Context: an optimization exercise on an open-source flow, tuned for small area. The choices shown serve that exercise and are no tape-out recipe. RTL that was checked went through simulation tests only; none was proved equivalent to the original. Power figures rest on the tool's default switching activity, not on a simulated workload.

==> trial 67 <==
==> flow/design.v <==
module piacom_rch (
    input  wire        clk,
    input  wire        rst_n,
    input  wire        op_valid,
    input  wire [31:0] op_word,
    output wire        op_ready,
    output wire [2:0]  fault,
    output reg         started,
    input  wire        sw_n,
    output wire        sw_pullup,
    output reg         rst_out,
    output reg         rst_oe,
    output reg         tclk,
    output reg         tclk_oe,
    output reg         stb,
    output reg         stb_oe,
    input  wire        rdy,
    output reg         rtr,
    output reg         rtr_oe,
    input  wire        da,
    output reg         exp_init,
    output reg         exp_req,
    output reg         exp_we,
    output reg         exp_dev,
    output reg  [1:0]  exp_reg,
    output reg  [7:0]  exp_wdata,
    input  wire        exp_ack,
    input  wire [7:0]  exp_rdata,
    output reg         ser_init,
    input  wire        rx_avail,
    input  wire [7:0]  rx_data,
    output reg         rx_pop,
    output reg         tx_valid,
    output reg  [7:0]  tx_data,
    input  wire        tx_ready,
    output reg         have,
    output reg  [7:0]  rxb
);
    localparam [2:0]  F_ILLEGAL    = 3'd1;
    localparam [2:0]  F_RESERVED   = 3'd2;
    localparam [2:0]  F_NOTSTARTED = 3'd3;
    localparam [2:0]  F_RESTARTED  = 3'd4;
    localparam [2:0]  F_CLKRECONF  = 3'd5;
    localparam [4:0]
        M_IDLE      = 5'd0,
        M_SA        = 5'd1,    
        M_SB        = 5'd2,    
        M_CLKINIT   = 5'd3,
        M_SVC_AVAIL = 5'd4,
        M_SVC_POP   = 5'd5,
        M_KEY_STB0  = 5'd6,
        M_KEY_MAP   = 5'd7,
        M_KEY_WR    = 5'd8,
        M_KEY_1     = 5'd9,    
        M_KEY_2     = 5'd10,   
        M_VID_RTR   = 5'd11,
        M_VID_SETL  = 5'd12,
        M_VID_DA    = 5'd13,
        M_VID_RD    = 5'd14,
        M_VID_RTR0  = 5'd15,
        M_EMIT      = 5'd16,
        M_EMIT_LF   = 5'd17,
        M_EMIT_B    = 5'd18,
        M_OPDONE    = 5'd19;
    localparam [1:0]
        I_IDLE   = 2'd0,
        I_SAMPLE = 2'd1,
        I_HOLD   = 2'd2,
        I_EXIT   = 2'd3;
    localparam [9:0] HOLD_SEED = 10'h3FF;
    localparam [9:0] HOLD_LAST = 10'h14D;
    localparam [9:0] HOLD_NEXT = 10'h29B;
    localparam [4:0] POLL_SEED = 5'h1F;
    localparam [4:0] SETL_SEED = 5'h02;
    localparam [4:0] POLL_LAST = 5'h12;
    function [7:0] map_key;
        input [15:0] v;
        reg hz, is203, in577, in97, ge96;
        begin
            hz    = (v[15:7] == 9'd0);
            is203 = (v == 16'd203);
            in577 = (v[15:6] == 10'h009) && (v[5:0] >= 6'd1) && (v[5:0] <= 6'd26);
            in97  = hz && (v[6:0] >= 7'd97) && (v[6:0] <= 7'd122);
            ge96  = !hz || (v[6] && v[5]);
            map_key[7] = ge96 && !is203 && !in577 && !in97;
            map_key[6] = v[6] && !(in577 || is203);
            map_key[5] = v[5] && !in97;
            map_key[4] = v[4] || is203;
            map_key[3:0] = v[3:0];
        end
    endfunction
    reg [4:0]  mstate;
    reg        cont;        
    reg [7:0]  b;           
    reg [4:0]  cnt;
    reg        clk_run;
    reg [2:0]  tj;          
    reg        irq_en;
    reg        irq_pend;
    reg [1:0]  istate;
    reg [9:0]  hold;
    reg        sw_meta, sw_sync, sw_prev;
    assign sw_pullup = tclk_oe;
    wire faulted = (mstate[4:3] == 2'b11);
    assign fault = faulted ? mstate[2:0] : 3'd0;
    wire [7:0]  d_op  = op_word[31:24];
    wire [7:0]  d_rsv = op_word[23:16];
    wire [15:0] d_imm = op_word[15:0];
    wire d_startup = (d_op == 8'h01);
    wire d_clkinit = (d_op == 8'h02);
    wire d_keyxfer = (d_op == 8'h10);
    wire d_vidpoll = (d_op == 8'h11);
    wire d_emit    = (d_op == 8'h12);
    wire d_vidsvc  = (d_op == 8'h13);
    wire d_service = (d_op == 8'h20);
    wire d_legal   = d_startup | d_clkinit | d_keyxfer | d_vidpoll | d_emit | d_vidsvc | d_service;
    wire d_resv_bad = (d_rsv != 8'd0) |
                      (!d_keyxfer & (d_imm[15:8] != 8'd0)) |
                      (!d_keyxfer & !d_emit & (d_imm[7:0] != 8'd0));
    wire in_isr   = (istate != I_IDLE);
    wire bus_busy = exp_req | tx_valid;
    wire isr_take = irq_en & irq_pend & ~in_isr & ~bus_busy;
    wire main_run = ~in_isr & ~isr_take;
    assign op_ready = (mstate == M_IDLE) & main_run;
    wire op_fire = op_valid & op_ready;
    always @(posedge clk) begin
        if (!rst_n) begin
            sw_meta <= 1'b1;
            sw_sync <= 1'b1;
            sw_prev <= 1'b1;
        end else begin
            sw_meta <= sw_n;
            sw_sync <= sw_meta;
            sw_prev <= sw_sync;
        end
    end
    wire sw_change = (sw_sync != sw_prev);
    always @(posedge clk) begin
        if (!rst_n)
            irq_pend <= 1'b0;
        else if (irq_en && sw_change)
            irq_pend <= 1'b1;
        else if (isr_take)
            irq_pend <= 1'b0;
    end
    always @(posedge clk) begin
        if (!rst_n || !clk_run) begin
            tj   <= 3'b000;
            tclk <= 1'b0;
        end else begin
            tj   <= {tj[1:0], ~tj[2]};
            tclk <= tclk ^ (tj[2] & ~tj[1]);
        end
    end
    wire pulse_on   = main_run && (mstate == M_SB) && !rst_oe;
    wire hold_start = pulse_on || ((istate == I_SAMPLE) && !sw_sync);
    wire hold_done  = (hold == HOLD_LAST);
    wire hold_after = (hold == HOLD_NEXT);
    always @(posedge clk) begin
        if (hold_start)
            hold <= HOLD_SEED;
        else
            hold <= {hold[8:0], hold[9] ^ hold[6]};
    end
    always @(posedge clk) begin
        if (!rst_n) begin
            istate <= I_IDLE;
        end else begin
            case (istate)
                I_IDLE:   if (isr_take) istate <= I_SAMPLE;
                I_SAMPLE: istate <= sw_sync ? I_EXIT : I_HOLD;
                I_HOLD:   if (hold_done) istate <= I_EXIT;
                default:  istate <= I_IDLE;
            endcase
        end
    end
    always @(posedge clk) begin
        if (main_run) begin
            if ((mstate == M_KEY_1 && !stb) || (mstate == M_KEY_2 && stb))
                cnt <= POLL_SEED;
            else if (mstate == M_VID_RTR)
                cnt <= SETL_SEED;
            else
                cnt <= {cnt[3:0], cnt[4] ^ cnt[2]};
        end
    end
    wire cnt_last = (cnt == POLL_LAST);
    wire [7:0] tx_nb;
    assign tx_nb[7] = 1'b0;
    assign tx_nb[6] = ~tx_data[2] & ~(tx_data[0] & ~tx_data[3]);
    assign tx_nb[5] = tx_data[6] & tx_data[0] & ~tx_data[3];
    assign tx_nb[4] = ~(tx_data[4] | tx_data[3] | tx_data[2]);
    assign tx_nb[3] = (tx_data[6] | tx_data[2]) & ~(tx_data[6] & tx_data[3]);
    assign tx_nb[2] = (tx_data[6] & tx_data[0] & ~tx_data[3]) | tx_data[5];
    assign tx_nb[1] = tx_data[0] & ~(tx_data[3] & tx_data[6]);
    assign tx_nb[0] = tx_data[4] | (tx_data[3] & tx_data[6]);
    wire tx_banner_last = tx_data[1] & ~tx_data[2];
    always @(posedge clk) begin
        if (!rst_n) begin
            mstate     <= M_IDLE;
            started    <= 1'b0;
            clk_run    <= 1'b0;
            irq_en     <= 1'b0;
            rst_out    <= 1'b0;
            rst_oe     <= 1'b0;
            tclk_oe    <= 1'b0;
            stb        <= 1'b0;
            stb_oe     <= 1'b0;
            rtr        <= 1'b0;
            rtr_oe     <= 1'b0;
            exp_init   <= 1'b0;
            exp_req    <= 1'b0;
            exp_we     <= 1'b0;
            exp_dev    <= 1'b0;
            exp_reg    <= 2'd0;
            exp_wdata  <= 8'd0;
            ser_init   <= 1'b0;
            rx_pop     <= 1'b0;
            tx_valid   <= 1'b0;
            tx_data    <= 8'd0;
            have       <= 1'b0;
            rxb        <= 8'd0;
        end else begin
            rx_pop <= 1'b0;
            if (istate == I_SAMPLE)
                rst_out <= !sw_sync;
            else if (istate == I_HOLD && hold_done)
                rst_out <= 1'b0;
            if (main_run) begin
                case (mstate)
                    M_IDLE: begin
                        if (op_fire) begin
                            cont <= d_vidsvc | d_service;
                            b    <= d_keyxfer ? map_key(d_imm) : d_imm[7:0];
                            if (!d_legal)
                                mstate <= {2'b11, F_ILLEGAL};
                            else if (d_resv_bad)
                                mstate <= {2'b11, F_RESERVED};
                            else if (d_startup)
                                mstate <= started ? {2'b11, F_RESTARTED} : M_SA;
                            else if (d_clkinit)
                                mstate <= M_CLKINIT;
                            else if (!started)
                                mstate <= {2'b11, F_NOTSTARTED};
                            else if (d_keyxfer)
                                mstate <= M_KEY_STB0;
                            else if (d_emit)
                                mstate <= M_EMIT;
                            else if (d_service)
                                mstate <= M_SVC_AVAIL;
                            else
                                mstate <= M_VID_RTR;
                        end
                    end
                    M_SA: begin
                        if (!ser_init) begin
                            ser_init <= 1'b1;
                        end else if (!exp_init) begin
                            if (tx_valid) begin
                                if (tx_ready)
                                    tx_valid <= 1'b0;
                            end else if (tx_banner_last) begin
                                exp_init <= 1'b1;
                            end else begin
                                tx_valid <= 1'b1;
                                tx_data  <= tx_nb;
                            end
                        end else if (!stb_oe) begin
                            stb_oe <= 1'b1;
                        end else if (!rtr_oe) begin
                            rtr_oe <= 1'b1;
                        end else if (!tclk_oe) begin
                            tclk_oe <= 1'b1;
                        end else if (clk_run) begin
                            mstate <= {2'b11, F_CLKRECONF};
                        end else begin
                            clk_run <= 1'b1;
                            mstate  <= M_SB;
                        end
                    end
                    M_SB: begin
                        if (!rst_oe) begin
                            rst_oe  <= 1'b1;
                            rst_out <= 1'b1;
                        end else if (!irq_en) begin
                            if (!rst_out)
                                irq_en <= 1'b1;
                            else if (hold_after)
                                rst_out <= 1'b0;
                        end else if (exp_req) begin
                            if (exp_ack)
                                exp_req <= 1'b0;
                        end else if (!exp_we) begin
                            exp_req   <= 1'b1;
                            exp_we    <= 1'b1;
                            exp_dev   <= 1'b1;
                            exp_reg   <= 2'd0;
                            exp_wdata <= 8'hFF;
                        end else if (exp_dev && !exp_reg[0]) begin
                            exp_req   <= 1'b1;
                            exp_reg   <= 2'd1;
                            exp_wdata <= 8'h80;
                        end else if (exp_dev) begin
                            exp_req   <= 1'b1;
                            exp_dev   <= 1'b0;
                            exp_reg   <= 2'd0;
                            exp_wdata <= 8'h00;
                        end else begin
                            started <= 1'b1;
                            mstate  <= M_IDLE;
                        end
                    end
                    M_CLKINIT: begin
                        if (clk_run) begin
                            mstate <= {2'b11, F_CLKRECONF};
                        end else begin
                            clk_run <= 1'b1;
                            mstate  <= M_IDLE;
                        end
                    end
                    M_SVC_AVAIL: begin
                        if (rx_avail) begin
                            rx_pop <= 1'b1;
                            b      <= map_key({8'd0, rx_data});
                            mstate <= M_SVC_POP;
                        end else begin
                            mstate <= M_VID_RTR;
                        end
                    end
                    M_SVC_POP: mstate <= M_KEY_STB0;
                    M_KEY_STB0: mstate <= M_KEY_MAP;
                    M_KEY_MAP: begin
                        if (b[7])
                            mstate <= cont ? M_VID_RTR : M_OPDONE;
                        else
                            mstate <= M_KEY_WR;
                    end
                    M_KEY_WR: begin
                        if (!exp_req) begin
                            exp_req   <= 1'b1;
                            exp_we    <= 1'b1;
                            exp_dev   <= 1'b0;
                            exp_reg   <= 2'd2;
                            exp_wdata <= {1'b1, b[6:0]};
                        end else if (exp_ack) begin
                            exp_req <= 1'b0;
                            mstate  <= M_KEY_1;
                        end
                    end
                    M_KEY_1: begin
                        if (!stb)
                            stb <= 1'b1;
                        else if (rdy || cnt_last)
                            mstate <= M_KEY_2;
                    end
                    M_KEY_2: begin
                        if (stb)
                            stb <= 1'b0;
                        else if (!rdy || cnt_last)
                            mstate <= cont ? M_VID_RTR : M_OPDONE;
                    end
                    M_VID_RTR: begin
                        rtr    <= 1'b1;
                        mstate <= M_VID_SETL;
                    end
                    M_VID_SETL: begin
                        if (cnt_last)
                            mstate <= M_VID_DA;
                    end
                    M_VID_DA: begin
                        if (da) begin
                            mstate <= M_VID_RD;
                        end else begin
                            have   <= 1'b0;
                            mstate <= M_OPDONE;
                        end
                    end
                    M_VID_RD: begin
                        if (!exp_req) begin
                            exp_req <= 1'b1;
                            exp_we  <= 1'b0;
                            exp_dev <= 1'b1;
                            exp_reg <= 2'd2;
                        end else if (exp_ack) begin
                            exp_req <= 1'b0;
                            rxb     <= {1'b0, exp_rdata[6:0]};
                            b       <= {1'b0, exp_rdata[6:0]};
                            mstate  <= M_VID_RTR0;
                        end
                    end
                    M_VID_RTR0: begin
                        rtr    <= 1'b0;
                        have   <= 1'b1;
                        mstate <= cont ? M_EMIT : M_OPDONE;
                    end
                    M_EMIT: begin
                        mstate <= (b == 8'h0D) ? M_EMIT_LF : M_EMIT_B;
                    end
                    M_EMIT_LF: begin
                        if (!tx_valid) begin
                            tx_valid <= 1'b1;
                            tx_data  <= 8'h0A;
                        end else if (tx_ready) begin
                            tx_valid <= 1'b0;
                            mstate   <= M_EMIT_B;
                        end
                    end
                    M_EMIT_B: begin
                        if (!tx_valid) begin
                            tx_valid <= 1'b1;
                            tx_data  <= b;
                        end else if (tx_ready) begin
                            tx_valid <= 1'b0;
                            mstate   <= M_OPDONE;
                        end
                    end
                    M_OPDONE: mstate <= M_IDLE;
                    default: ;    
                endcase
            end
        end
    end
endmodule
==> flow/run.sh <==
#!/bin/bash
# synth_recipe.tcl (not shown) runs the flow's synth.tcl, then flattens the netlist and writes it again
# the make line also repeats each setting of config.mk as NAME=value (left out here)
make -C /OpenROAD-flow-scripts/flow DESIGN_CONFIG=/design/flow/config.mk WORK_HOME=/design/flow/orfs CLKGATE_MAP_FILE= SYNTH_SCRIPT=/design/flow/synth_recipe.tcl finish
==> flow/config.mk <==
export PLATFORM = sky130hd
export DESIGN_NAME = piacom_rch
export DESIGN_NICKNAME = piacom_rch
export VERILOG_FILES = /design/flow/design.v
export SDC_FILE = /design/flow/constraint.sdc
export NUM_CORES = 4
export LEC_CHECK = 0
export CAP_MARGIN = 20
export CORE_MARGIN = 2
export CORE_UTILIZATION = 40
export SLEW_MARGIN = 20
==> flow/constraint.sdc <==
create_clock -name core_clock -period 10.0 [get_ports {clk}]
set_input_delay 2.0000 -clock core_clock [delete_from_list [all_inputs] [get_ports {clk}]]
set_output_delay 2.0000 -clock core_clock [all_outputs]
set_load 0.01 [all_outputs]
==> build 58: changes against trial 67 <==
--- a/flow/design.v
+++ b/flow/design.v
@@ -75,12 +75,14 @@
     localparam [4:0] POLL_LAST = 5'h12;
     function [7:0] map_key;
-        input [15:0] v;
-        reg hz, is203, in577, in97, ge96;
+        input [7:0] v;
+        input [1:0] c;
+        reg hz, h2, is203, in577, in97, ge96;
         begin
-            hz    = (v[15:7] == 9'd0);
-            is203 = (v == 16'd203);
-            in577 = (v[15:6] == 10'h009) && (v[5:0] >= 6'd1) && (v[5:0] <= 6'd26);
-            in97  = hz && (v[6:0] >= 7'd97) && (v[6:0] <= 7'd122);
-            ge96  = !hz || (v[6] && v[5]);
+            hz    = c[0];
+            h2    = c[1] & ~c[0];
+            is203 = hz && (v == 8'd203);
+            in577 = h2 && (v[7:6] == 2'b01) && (v[5:0] >= 6'd1) && (v[5:0] <= 6'd26);
+            in97  = hz && !v[7] && (v[6:0] >= 7'd97) && (v[6:0] <= 7'd122);
+            ge96  = !hz || v[7] || (v[6] && v[5]);
             map_key[7] = ge96 && !is203 && !in577 && !in97;
             map_key[6] = v[6] && !(in577 || is203);
@@ -91,5 +93,5 @@
     endfunction
     reg [4:0]  mstate;
-    reg        cont;        
+    reg [1:0]  c;           
     reg [7:0]  b;           
     reg [4:0]  cnt;
@@ -102,4 +104,6 @@
     reg        sw_meta, sw_sync, sw_prev;
     assign sw_pullup = tclk_oe;
+    wire       cont  = c[1] & c[0];
+    wire [7:0] key_m = map_key(b, c);
     wire faulted = (mstate[4:3] == 2'b11);
     assign fault = faulted ? mstate[2:0] : 3'd0;
@@ -231,6 +235,7 @@
                     M_IDLE: begin
                         if (op_fire) begin
-                            cont <= d_vidsvc | d_service;
-                            b    <= d_keyxfer ? map_key(d_imm) : d_imm[7:0];
+                            c[0] <= d_vidsvc | d_service | (d_keyxfer & (d_imm[15:8] == 8'd0));
+                            c[1] <= d_vidsvc | d_service | (d_keyxfer & (d_imm[15:8] == 8'd2));
+                            b    <= d_imm[7:0];
                             if (!d_legal)
                                 mstate <= {2'b11, F_ILLEGAL};
@@ -322,5 +327,5 @@
                         if (rx_avail) begin
                             rx_pop <= 1'b1;
-                            b      <= map_key({8'd0, rx_data});
+                            b      <= rx_data;
                             mstate <= M_SVC_POP;
                         end else begin
@@ -331,5 +336,5 @@
                     M_KEY_STB0: mstate <= M_KEY_MAP;
                     M_KEY_MAP: begin
-                        if (b[7])
+                        if (key_m[7])
                             mstate <= cont ? M_VID_RTR : M_OPDONE;
                         else
@@ -342,5 +347,5 @@
                             exp_dev   <= 1'b0;
                             exp_reg   <= 2'd2;
-                            exp_wdata <= {1'b1, b[6:0]};
+                            exp_wdata <= {1'b1, key_m[6:0]};
                         end else if (exp_ack) begin
                             exp_req <= 1'b0;
Settings changed: CTS_BUF_LIST from default to sky130_fd_sc_hd__clkbuf_8.
==> trial 77: changes against trial 67 <==
--- a/flow/design.v
+++ b/flow/design.v
@@ -55,6 +55,5 @@
         M_KEY_2     = 5'd10,   
         M_VID_RTR   = 5'd11,
-        M_VID_SETL  = 5'd12,
-        M_VID_DA    = 5'd13,
+        M_VID_W     = 5'd12,   
         M_VID_RD    = 5'd14,
         M_VID_RTR0  = 5'd15,
@@ -71,16 +70,18 @@
     localparam [9:0] HOLD_LAST = 10'h14D;
     localparam [9:0] HOLD_NEXT = 10'h29B;
-    localparam [4:0] POLL_SEED = 5'h1F;
-    localparam [4:0] SETL_SEED = 5'h02;
-    localparam [4:0] POLL_LAST = 5'h12;
+    localparam [4:0] T_SEED = 5'h1F;
+    localparam [4:0] T_POLL = 5'h12;
+    localparam [4:0] T_VID  = 5'h11;
     function [7:0] map_key;
-        input [15:0] v;
-        reg hz, is203, in577, in97, ge96;
+        input [7:0] v;
+        input [1:0] c;
+        reg hz, h2, is203, in577, in97, ge96;
         begin
-            hz    = (v[15:7] == 9'd0);
-            is203 = (v == 16'd203);
-            in577 = (v[15:6] == 10'h009) && (v[5:0] >= 6'd1) && (v[5:0] <= 6'd26);
-            in97  = hz && (v[6:0] >= 7'd97) && (v[6:0] <= 7'd122);
-            ge96  = !hz || (v[6] && v[5]);
+            hz    = c[0];
+            h2    = c[1] & ~c[0];
+            is203 = hz && (v == 8'd203);
+            in577 = h2 && (v[7:6] == 2'b01) && (v[5:0] >= 6'd1) && (v[5:0] <= 6'd26);
+            in97  = hz && !v[7] && (v[6:0] >= 7'd97) && (v[6:0] <= 7'd122);
+            ge96  = !hz || v[7] || (v[6] && v[5]);
             map_key[7] = ge96 && !is203 && !in577 && !in97;
             map_key[6] = v[6] && !(in577 || is203);
@@ -91,7 +92,6 @@
     endfunction
     reg [4:0]  mstate;
-    reg        cont;        
+    reg [1:0]  c;           
     reg [7:0]  b;           
-    reg [4:0]  cnt;
     reg        clk_run;
     reg [2:0]  tj;          
@@ -102,4 +102,6 @@
     reg        sw_meta, sw_sync, sw_prev;
     assign sw_pullup = tclk_oe;
+    wire       cont  = c[1] & c[0];
+    wire [7:0] key_m = map_key(b, c);
     wire faulted = (mstate[4:3] == 2'b11);
     assign fault = faulted ? mstate[2:0] : 3'd0;
@@ -175,15 +177,7 @@
         end
     end
-    always @(posedge clk) begin
-        if (main_run) begin
-            if ((mstate == M_KEY_1 && !stb) || (mstate == M_KEY_2 && stb))
-                cnt <= POLL_SEED;
-            else if (mstate == M_VID_RTR)
-                cnt <= SETL_SEED;
-            else
-                cnt <= {cnt[3:0], cnt[4] ^ cnt[2]};
-        end
-    end
-    wire cnt_last = (cnt == POLL_LAST);
+    wire [4:0] t_step   = {b[3:0], b[4] ^ b[2]};
+    wire       t_poll   = (b[4:0] == T_POLL);
+    wire       t_vid    = (b[4:0] == T_VID);
     wire [7:0] tx_nb;
     assign tx_nb[7] = 1'b0;
@@ -231,6 +225,7 @@
                     M_IDLE: begin
                         if (op_fire) begin
-                            cont <= d_vidsvc | d_service;
-                            b    <= d_keyxfer ? map_key(d_imm) : d_imm[7:0];
+                            c[0] <= d_vidsvc | d_service | (d_keyxfer & (d_imm[15:8] == 8'd0));
+                            c[1] <= d_vidsvc | d_service | (d_keyxfer & (d_imm[15:8] == 8'd2));
+                            b    <= d_imm[7:0];
                             if (!d_legal)
                                 mstate <= {2'b11, F_ILLEGAL};
@@ -322,5 +317,5 @@
                         if (rx_avail) begin
                             rx_pop <= 1'b1;
-                            b      <= map_key({8'd0, rx_data});
+                            b      <= rx_data;
                             mstate <= M_SVC_POP;
                         end else begin
@@ -331,5 +326,5 @@
                     M_KEY_STB0: mstate <= M_KEY_MAP;
                     M_KEY_MAP: begin
-                        if (b[7])
+                        if (key_m[7])
                             mstate <= cont ? M_VID_RTR : M_OPDONE;
                         else
@@ -342,5 +337,5 @@
                             exp_dev   <= 1'b0;
                             exp_reg   <= 2'd2;
-                            exp_wdata <= {1'b1, b[6:0]};
+                            exp_wdata <= {1'b1, key_m[6:0]};
                         end else if (exp_ack) begin
                             exp_req <= 1'b0;
@@ -349,27 +344,32 @@
                     end
                     M_KEY_1: begin
-                        if (!stb)
-                            stb <= 1'b1;
-                        else if (rdy || cnt_last)
+                        if (!stb) begin
+                            stb    <= 1'b1;
+                            b[4:0] <= T_SEED;
+                        end else if (rdy || t_poll)
                             mstate <= M_KEY_2;
+                        else
+                            b[4:0] <= t_step;
                     end
                     M_KEY_2: begin
-                        if (stb)
-                            stb <= 1'b0;
-                        else if (!rdy || cnt_last)
+                        if (stb) begin
+                            stb    <= 1'b0;
+                            b[4:0] <= T_SEED;
+                        end else if (!rdy || t_poll)
                             mstate <= cont ? M_VID_RTR : M_OPDONE;
+                        else
+                            b[4:0] <= t_step;
                     end
                     M_VID_RTR: begin
                         rtr    <= 1'b1;
-                        mstate <= M_VID_SETL;
-                    end
-                    M_VID_SETL: begin
-                        if (cnt_last)
-                            mstate <= M_VID_DA;
+                        b[4:0] <= T_SEED;
+                        mstate <= M_VID_W;
                     end
-                    M_VID_DA: begin
-                        if (da) begin
+                    M_VID_W: begin
+                        if (!t_vid)
+                            b[4:0] <= t_step;
+                        else if (da)
                             mstate <= M_VID_RD;
-                        end else begin
+                        else begin
                             have   <= 1'b0;
                             mstate <= M_OPDONE;
Settings changed: CTS_BUF_LIST from default to sky130_fd_sc_hd__clkbuf_8.
==> comparison <==
- The highest global-route usage belongs to trial 77, the lowest to build 58.
- The lowest synthesized area belongs to trial 77, the highest to trial 67.
- The highest cell area belongs to trial 67, the lowest to build 58.
- The highest die area belongs to trial 67, the lowest to trial 77.
- In trial 67 the clock power is higher than in trial 77, by about 30%.
- Setup slack: trial 67 is better than trial 77 (0.17 ns).
- Worst hold slack, lowest first: trial 67, build 58, trial 77.
- In combinational power, trial 67 and trial 77 hardly differ.
- Synthesized cell count, highest first: trial 77, trial 67, build 58.
Function not checked in build 58: the RTL went through the layout flow alone.

-- static timing again, ports no longer ideal --
How much do the figures lean on ideal ports? The routed layouts below were timed once more, with nothing changed but the port constraints. Step 1 (the two cells are an assumption about what drives the block):
set clk [get_ports {clk}]
set_driving_cell -lib_cell sky130_fd_sc_hd__clkbuf_16 $clk
set_driving_cell -lib_cell sky130_fd_sc_hd__buf_2 [delete_from_list [all_inputs] $clk]
Step 2 times the ports against the registers' clock, not the clock port: input delays grow and output delays shrink by t, the midpoint of the rising clock arrivals with the driver on. a / b / c = ideal ports / drivers / drivers and shift; a / b = the first two.
run | shift t [ns] | slack for setup (ns) | clock arrival spread, ns | worst slew at a driven data input, ns | cell pins on the clock port's net
trial 67 | 0.376 | 5.603 / 5.564 / 5.536 | 0.009 / 0.010 | 0.05 | 1
build 58 | 0.394 | 5.360 / 5.330 / 5.724 | 0.013 / 0.013 | 0.04 | 1
trial 77 | 0.402 | 5.430 / 5.395 / 5.486 | 0.009 / 0.009 | 0.04 | 1
After both steps every run listed still meets setup and hold. The setup slack of trial 67, which loses most, moves by -0.039 ns with the drivers and by -0.067 ns with both steps.
